Source: an optimization exercise on an open RTL-to-GDS flow (aim: small area, a short achievable clock period and few clock cycles per item). Production flows keep margins and buffers that such runs may drop. At most, simulation tests tie the RTL to the original design; equivalence was not proved. Power figures rest on the tool's default switching activity, not on a simulated workload.

cedar:
// flanger_sweep_state_machine
module flanger_sweep_state_machine #(
    parameter N = 32,              
    parameter L = 24               
) (
    input  wire        clk,
    input  wire        rst,
    input  wire        key_valid,
    input  wire [7:0]  key_char,
    input  wire        btn,
    input  wire        in_valid,
    output wire        in_ready,
    input  wire [15:0] mic,
    input  wire [15:0] gen,
    output reg         out_valid,
    input  wire        out_ready,
    output reg  [31:0] out_data,
    output reg         out_last,
    output reg         out_ev_valid,
    output reg         out_ev_kind,    
    output reg  [7:0]  out_ev_arg,
    output wire [15:0] gen_freq
);
    localparam [2:0] MIN_DEPTH = 3'd1;
    localparam [2:0] MAX_DEPTH = 3'd5;
    localparam [1:0] M_NONE  = 2'd0;
    localparam [1:0] M_FLAN  = 2'd1;
    localparam [1:0] M_RING  = 2'd2;
    localparam [1:0] M_CRUSH = 2'd3;
    reg  [1:0] mode;
    reg        src_sel;
    reg  [2:0] depth;
    reg        key_pend;
    reg  [7:0] key_q;
    reg        btn_pend;
    localparam CW = $clog2(N);
    localparam [CW-1:0] LAST_BEAT = N - 1;
    reg  [CW-1:0] cnt;               
    reg        sk_valid;             
    wire       rdy = !sk_valid;      
    reg        in_ready_q;           
    assign in_ready = in_ready_q;
    wire acc   = in_valid && rdy;
    wire first = (cnt == 0);
    wire last  = (cnt == LAST_BEAT);
    wire c_f     = (key_char == 8'h66);
    wire c_r     = (key_char == 8'h72);
    wire c_b     = (key_char == 8'h62);
    wire c_mode  = (key_char == 8'h6E) | c_f | c_r | c_b;
    wire c_plus  = (key_char == 8'h2B);
    wire c_minus = (key_char == 8'h2D);
    wire [1:0] c_key_mode = c_f ? M_FLAN : c_r ? M_RING : c_b ? M_CRUSH : M_NONE;
    reg        k_mode, k_plus, k_minus;
    reg  [1:0] key_mode;
    wire       k_unrec = !(k_mode | k_plus | k_minus);
    reg [2:0] new_depth;
    always @(*) begin
        new_depth = depth;
        if (key_pend && k_plus && depth < MAX_DEPTH)
            new_depth = depth + 3'd1;
        if (key_pend && k_minus && depth > MIN_DEPTH)
            new_depth = depth - 3'd1;
    end
    wire [1:0] new_mode = (key_pend && k_mode) ? key_mode : mode;
    wire       new_src  = src_sel ^ btn_pend;
    reg  [1:0] cur_mode;
    reg        cur_src;
  ...
export LEC_CHECK = 0
export CAP_MARGIN = 20
export CORE_MARGIN = 2
export CORE_UTILIZATION = 50
export CTS_BUF_LIST = sky130_fd_sc_hd__clkbuf_8
export CTS_CLUSTER_DIAMETER = 70
export CTS_CLUSTER_SIZE = 16
export SETUP_SLACK_MARGIN = 5
export SLEW_MARGIN = 20
create_clock -name core_clock -period 8.0 [get_ports {clk}]
standard.sh (not shown) runs the stock make flow with config.mk's settings and CLKGATE_MAP_FILE= SYNTH_SCRIPT=/design/flow/synth_recipe.tcl, a recipe that flattens the netlist after the stock synthesis.
==> flow/flow/run.sh <==
#!/bin/bash
# The standard layout with two changes:
# - the adders are left to ABC: without ADDER_MAP_FILE, synthesis does not
#   turn three-input XOR/majority pairs into full-adder cells, so the
#   multiplier's compressor tree is mapped as plain gates;
# - every port gets a buf_2 as its buffer (the standard flow's choice is a
#   slow delay buffer).
set -euo pipefail
bash standard.sh ADDER_MAP_FILE= "BUFFER_PORTS_ARGS=-buffer_cell sky130_fd_sc_hd__buf_2" finish > make_finish.log 2>&1
cedar reached the final stage; the timing, design-rule and antenna checks on its layout passed.
Testbench counts of cedar, summed over its fixed seeds: cycles 16,408, items 16,384.
#### Input delta (zinc over cedar)
# cedar
export LEC_CHECK = 0
export CAP_MARGIN = 20
export CORE_MARGIN = 2
export CORE_UTILIZATION = 50
export CTS_BUF_LIST = sky130_fd_sc_hd__clkbuf_8
export CTS_CLUSTER_DIAMETER = 70
export CTS_CLUSTER_SIZE = 16
export SETUP_SLACK_MARGIN = 5
export SLEW_MARGIN = 20
create_clock -name core_clock -period 8.0 [get_ports {clk}]
# zinc
export LEC_CHECK = 0
export CAP_MARGIN = 20
export CORE_MARGIN = 2
export CORE_UTILIZATION = 40
export CTS_BUF_LIST = sky130_fd_sc_hd__clkbuf_8
export CTS_CLUSTER_DIAMETER = 70
export CTS_CLUSTER_SIZE = 16
export SETUP_SLACK_MARGIN = 5
export SLEW_MARGIN = 20
export TNS_END_PERCENT = 10
create_clock -name core_clock -period 8.0 [get_ports {clk}]
zinc reached the final stage; the timing, design-rule and antenna checks on its layout passed. Looking at non-clock buffer contribution to total cell area, zinc sits 0.70 points below cedar. Between zinc and cedar, the starting density of the core is higher for cedar. Setup slack in zinc vs cedar: down 0.10 ns. Instance count on the critical path: zinc < cedar.
Here is what was changed in the inputs of onyx compared with zinc.
# zinc
export LEC_CHECK = 0
export CAP_MARGIN = 20
export CORE_MARGIN = 2
export CORE_UTILIZATION = 40
export CTS_BUF_LIST = sky130_fd_sc_hd__clkbuf_8
export CTS_CLUSTER_DIAMETER = 70
export CTS_CLUSTER_SIZE = 16
export SETUP_SLACK_MARGIN = 5
export SLEW_MARGIN = 20
export TNS_END_PERCENT = 10
create_clock -name core_clock -period 8.0 [get_ports {clk}]
# onyx
export LEC_CHECK = 0
export CAP_MARGIN = 20
export CORE_MARGIN = 2
export CORE_UTILIZATION = 40
export CTS_BUF_LIST = sky130_fd_sc_hd__clkbuf_8
export CTS_CLUSTER_DIAMETER = 70
export CTS_CLUSTER_SIZE = 16
export SETUP_SLACK_MARGIN = 4.8
export SLEW_MARGIN = 20
create_clock -name core_clock -period 8.0 [get_ports {clk}]
==> flow/run.sh (new file) <==
#!/bin/bash
# synth_recipe.tcl (not shown) runs the flow's synth.tcl, then flattens the netlist and writes it again
# the make line also repeats each setting of config.mk as NAME=value (left out here)
make -C /OpenROAD-flow-scripts/flow DESIGN_CONFIG=/design/flow/config.mk WORK_HOME=/design/flow/orfs CLKGATE_MAP_FILE= SYNTH_SCRIPT=/design/flow/synth_recipe.tcl finish
removed: flow/flow/run.sh
removed: flow/standard.sh
onyx completed every stage of the flow, and the final layout passed the timing, design-rule and antenna checks.
For the cell total after placement, onyx came in 6.0% lower than zinc did.
From zinc to onyx the numbers moved as follows: share of the clock period used by the worst path after layout increased by 2.9 points relative to the old numbers, area after detailed placement increased by 0.80% relative to the old numbers, pin count of the biggest net entering global routing increased by 92% relative to the old numbers.
Going from zinc to onyx, worst-case setup margin in the final layout has decreased; average detailed-routed wire length per instance has increased.
#### Input delta (garnet over onyx)
# onyx
export LEC_CHECK = 0
export CAP_MARGIN = 20
export CORE_MARGIN = 2
export CORE_UTILIZATION = 40
export CTS_BUF_LIST = sky130_fd_sc_hd__clkbuf_8
export CTS_CLUSTER_DIAMETER = 70
export CTS_CLUSTER_SIZE = 16
export SETUP_SLACK_MARGIN = 4.8
export SLEW_MARGIN = 20
create_clock -name core_clock -period 8.0 [get_ports {clk}]
# garnet
export LEC_CHECK = 0
export CAP_MARGIN = 10
export CORE_MARGIN = 2
export CORE_UTILIZATION = 40
export CTS_BUF_LIST = sky130_fd_sc_hd__clkbuf_8
export CTS_CLUSTER_DIAMETER = 70
export CTS_CLUSTER_SIZE = 16
export SETUP_SLACK_MARGIN = 5
export SLEW_MARGIN = 10
create_clock -name core_clock -period 8.0 [get_ports {clk}]
==> flow/flow/run.sh (new file) <==
#!/bin/bash
# The standard layout with two changes:
# - the adders are left to ABC: without ADDER_MAP_FILE, synthesis does not
#   turn three-input XOR/majority pairs into full-adder cells, so the
#   multiplier's compressor tree is mapped as plain gates;
# - every port gets a buf_2 as its buffer (the standard flow's choice is a
#   slow delay buffer).
set -euo pipefail
bash standard.sh ADDER_MAP_FILE= "BUFFER_PORTS_ARGS=-buffer_cell sky130_fd_sc_hd__buf_2" finish > make_finish.log 2>&1
==> flow/standard.sh (new file) <==
#!/bin/bash
# synth_recipe.tcl (not shown) runs the flow's synth.tcl, then flattens the netlist and writes it again
# the make line also repeats each setting of config.mk as NAME=value (left out here)
make -C /OpenROAD-flow-scripts/flow DESIGN_CONFIG=/design/flow/config.mk WORK_HOME=/design/flow/orfs CLKGATE_MAP_FILE= SYNTH_SCRIPT=/design/flow/synth_recipe.tcl "${@:-finish}"
removed: flow/run.sh
==> comparison <==
The critical path required time of onyx and that of garnet are within noise of each other.
garnet ends up with lower logic depth of the worst setup path including buffers than onyx does.
All of onyx and garnet finish clean.
garnet: wire length on met2 2500 microns above onyx
garnet reports a lower area overhead of the layout relative to synthesis than onyx does.
Cmp garnet vs onyx: fmax higher in garnet
The run with more routed wire is garnet, not onyx.
Between onyx and garnet, the total power consumption of the routed design is lower for onyx.
Least setup slack across all paths after layout, onyx and garnet: higher on garnet
Higher clock buffer count in the final layout was reported by onyx, not garnet.

Starting RTL as in the previous note.
export LEC_CHECK = 0
export CAP_MARGIN = 20
export CORE_MARGIN = 2
export CORE_UTILIZATION = 40
export CTS_BUF_LIST = sky130_fd_sc_hd__clkbuf_8
export CTS_CLUSTER_DIAMETER = 70
export CTS_CLUSTER_SIZE = 16
export SETUP_SLACK_MARGIN = 5
export SLEW_MARGIN = 20
create_clock -name core_clock -period 8.0 [get_ports {clk}]
==> flow/flow/run.sh <==
#!/bin/bash
# The standard layout with two changes:
# - the adders are left to ABC: without ADDER_MAP_FILE, synthesis does not
#   turn three-input XOR/majority pairs into full-adder cells, so the
#   multiplier's compressor tree is mapped as plain gates;
# - every port gets a buf_2 as its buffer (the standard flow's choice is a
#   slow delay buffer).
set -euo pipefail
bash standard.sh ADDER_MAP_FILE= "BUFFER_PORTS_ARGS=-buffer_cell sky130_fd_sc_hd__buf_2" finish > make_finish.log 2>&1
Testbench counts at the start, summed over its fixed seeds: cycles 16,408, items 16,384.
Change:
TNS_END_PERCENT = 0   (was not set)
Effect:
- global-route usage goes down by 0.46 points
- critical path depth is lower by 1
- count of clock-buffer cells in the layout is unchanged
- setup slack loses 140 ps
- first-iteration DRC count went up by about 16%
- routed wire length fell by 2.3%
- sequential share of layout area climbs by 0.56 points
- register-to-register slack gets worse by 170 ps
- total power falls by about 0.7%
- core utilization falls by 0.50 points
Change:
SETUP_SLACK_MARGIN = 4.9   (was 5)
TNS_END_PERCENT = not set   (was 0)
Worst setup slack improves by 23 ps.
Clock skew climbs by 21 ps.
Wire length barely changes.
Total power climbs by 0.46%.
Sequential power is about the same.
Area after synthesis stays the same.
Via count barely changes.
Design area climbs by 0.33%.
Change:
--- a/flow/flow/run.sh
+++ b/flow/flow/run.sh
@@ -7,3 +7,4 @@
 #   slow delay buffer).
+# Timing repair aims for 5.15 ns of setup slack (a 2.85 ns period).
 set -euo pipefail
-bash standard.sh ADDER_MAP_FILE= "BUFFER_PORTS_ARGS=-buffer_cell sky130_fd_sc_hd__buf_2" finish > make_finish.log 2>&1
+bash standard.sh ADDER_MAP_FILE= "BUFFER_PORTS_ARGS=-buffer_cell sky130_fd_sc_hd__buf_2" SETUP_SLACK_MARGIN=5.15 finish > make_finish.log 2>&1
SETUP_SLACK_MARGIN = 5   (was 4.9)
Critical path depth stays the same.
Global-route usage goes up by 0.63 points.
Total power came out higher slightly.
Die area is unchanged.
Worst hold slack gets better by 7.9 ps.

job 9479:
Another version of the RTL of flanger_sweep_state_machine (not shown whole).
For scale: ~580 flip-flops, ~110 I/O pins, ~28,000 um^2 of cells after synthesis.
make LEC_CHECK=0 CAP_MARGIN=20 CORE_MARGIN=2 CORE_UTILIZATION=55 CTS_BUF_LIST=sky130_fd_sc_hd__clkbuf_8 CTS_CLUSTER_DIAMETER=70 CTS_CLUSTER_SIZE=16 SETUP_SLACK_MARGIN=4.8 SLEW_MARGIN=20 finish   # period 8.0 ns
run.sh (not shown) runs the stock make flow with config.mk's settings and CLKGATE_MAP_FILE= SYNTH_SCRIPT=/design/flow/synth_recipe.tcl, a recipe that flattens the netlist after the stock synthesis.
Stock flow here: none of the scripts above is used.
Relative to job 9479, the following input files were edited for job 6994:
==> flow/flow/run.sh (new file) <==
#!/bin/bash
# The standard layout, with the adders left to ABC: without ADDER_MAP_FILE,
# synthesis does not turn three-input XOR/majority pairs into full-adder
# cells, so the multiplier's compressor tree is mapped as plain gates.
set -euo pipefail
bash standard.sh ADDER_MAP_FILE= finish > make_finish.log 2>&1
==> flow/standard.sh (new file) <==
#!/bin/bash
# synth_recipe.tcl (not shown) runs the flow's synth.tcl, then flattens the netlist and writes it again
# the make line also repeats each setting of config.mk as NAME=value (left out here)
make -C /OpenROAD-flow-scripts/flow DESIGN_CONFIG=/design/flow/config.mk WORK_HOME=/design/flow/orfs CLKGATE_MAP_FILE= SYNTH_SCRIPT=/design/flow/synth_recipe.tcl "${@:-finish}"
-- flow/config.mk --
<<< job 9479, line 10
export CORE_UTILIZATION = 55
>>> job 6994, line 10
export CORE_UTILIZATION = 40
<<< job 9479, line 14
export SETUP_SLACK_MARGIN = 4.8
>>> job 6994, line 14
export SETUP_SLACK_MARGIN = 5
removed: flow/run.sh
Findings:
- Job 6994 finished every step from synthesis to the final layout, and the layout passed the timing, design-rule and antenna checks.
- Relative to job 9479, the worst supply voltage drop on vdd of job 6994 is lower by 12%.
- Summary: with job 9479 as the reference, design area in job 6994 moved up by a little under 10%.
- Going from job 9479 to job 6994, fmax now larger; vias per cell has decreased.
Here is what was changed in the inputs of job 4039 compared with job 6994.
-- flow/flow/run.sh --
<<< job 6994, line 5
>>> job 4039, line 5
# Timing repair aims for 5.3 ns of setup slack (a 2.7 ns period).
<<< job 6994, line 6
bash standard.sh ADDER_MAP_FILE= finish > make_finish.log 2>&1
>>> job 4039, line 7
bash standard.sh ADDER_MAP_FILE= SETUP_SLACK_MARGIN=5.3 finish > make_finish.log 2>&1
==> summary.txt <==
The routing usage on met2 of job 4039 exceeds that of job 6994 by 1.5 points. Taking job 6994 as the reference, in job 4039 final routed wirelength across all metal layers up about 3.4%, via count up 2.8%, time the final worst path needs with I/O delays and setup down 0.077 ns. Job 6994 → job 4039: combinational group power now larger, growth of design area from synthesis to finish now larger. On global-route usage: between job 4039 and job 6994, it ends up lower for job 6994. Higher power was reported by job 4039, not job 6994.
Function was not checked in any run of this note: the RTL went through the layout flow alone.

[static timing again, ports no longer ideal]
How much do the figures lean on ideal ports? The routed layouts below were timed once more, with nothing changed but the port constraints. Step 1 assumes that a clkbuf_16 drives the clock port and a buf_2 every other input. Step 2 also shifts input and output timing later by t, the mid clock arrival at the registers, as if the neighbouring blocks saw the same clock. Slacks: ideal / step 1 / step 2; pairs: ideal / step 1.
| run | t, ns | slack for setup (ns) | hold slack, ns | worst setup path at the end | pins driven straight from the clock port |
|---|---|---|---|---|---|
| cedar | 0.726 | 5.056 / 5.046 / 4.364 | 0.433 / 0.433 / 0.433 | input to register | 1 |
| zinc | 0.737 | 4.952 / 4.890 / 4.380 | 0.448 / 0.448 / 0.448 | input to register | 1 |
| onyx | 0.766 | 4.720 / 4.720 / 4.092 | 0.401 / 0.401 / 0.401 | input to register | 1 |
| garnet | 0.731 | 5.060 / 5.013 / 4.365 | 0.437 / 0.437 / 0.437 | input to register | 1 |
| the first run of note 2 | 0.731 | 5.060 / 5.013 / 4.365 | 0.437 / 0.437 / 0.437 | input to register | 1 |
| the second run of note 2 | 0.738 | 4.924 / 4.883 / 4.235 | 0.448 / 0.448 / 0.448 | input to register | 1 |
| the third run of note 2 | 0.727 | 4.948 / 4.948 / 4.355 | 0.434 / 0.434 / 0.434 | input to register | 1 |
| the fourth run of note 2 | 0.736 | 5.104 / 5.098 / 4.427 | 0.442 / 0.442 / 0.442 | input to register | 1 |
| job 9479 | 0.717 | 4.741 / 4.741 / 4.257 | 0.446 / 0.446 / 0.446 | input to register | 1 |
| job 6994 | 0.732 | 4.926 / 4.926 / 4.379 | 0.436 / 0.436 / 0.436 | input to register | 1 |
| job 4039 | 0.766 | 5.003 / 4.957 / 4.192 | 0.427 / 0.427 / 0.427 | input to register | 1 |
After both steps every run listed still meets setup and hold. The setup slack of job 4039, which loses most, moves by -0.046 ns with the drivers and by -0.811 ns with both steps.
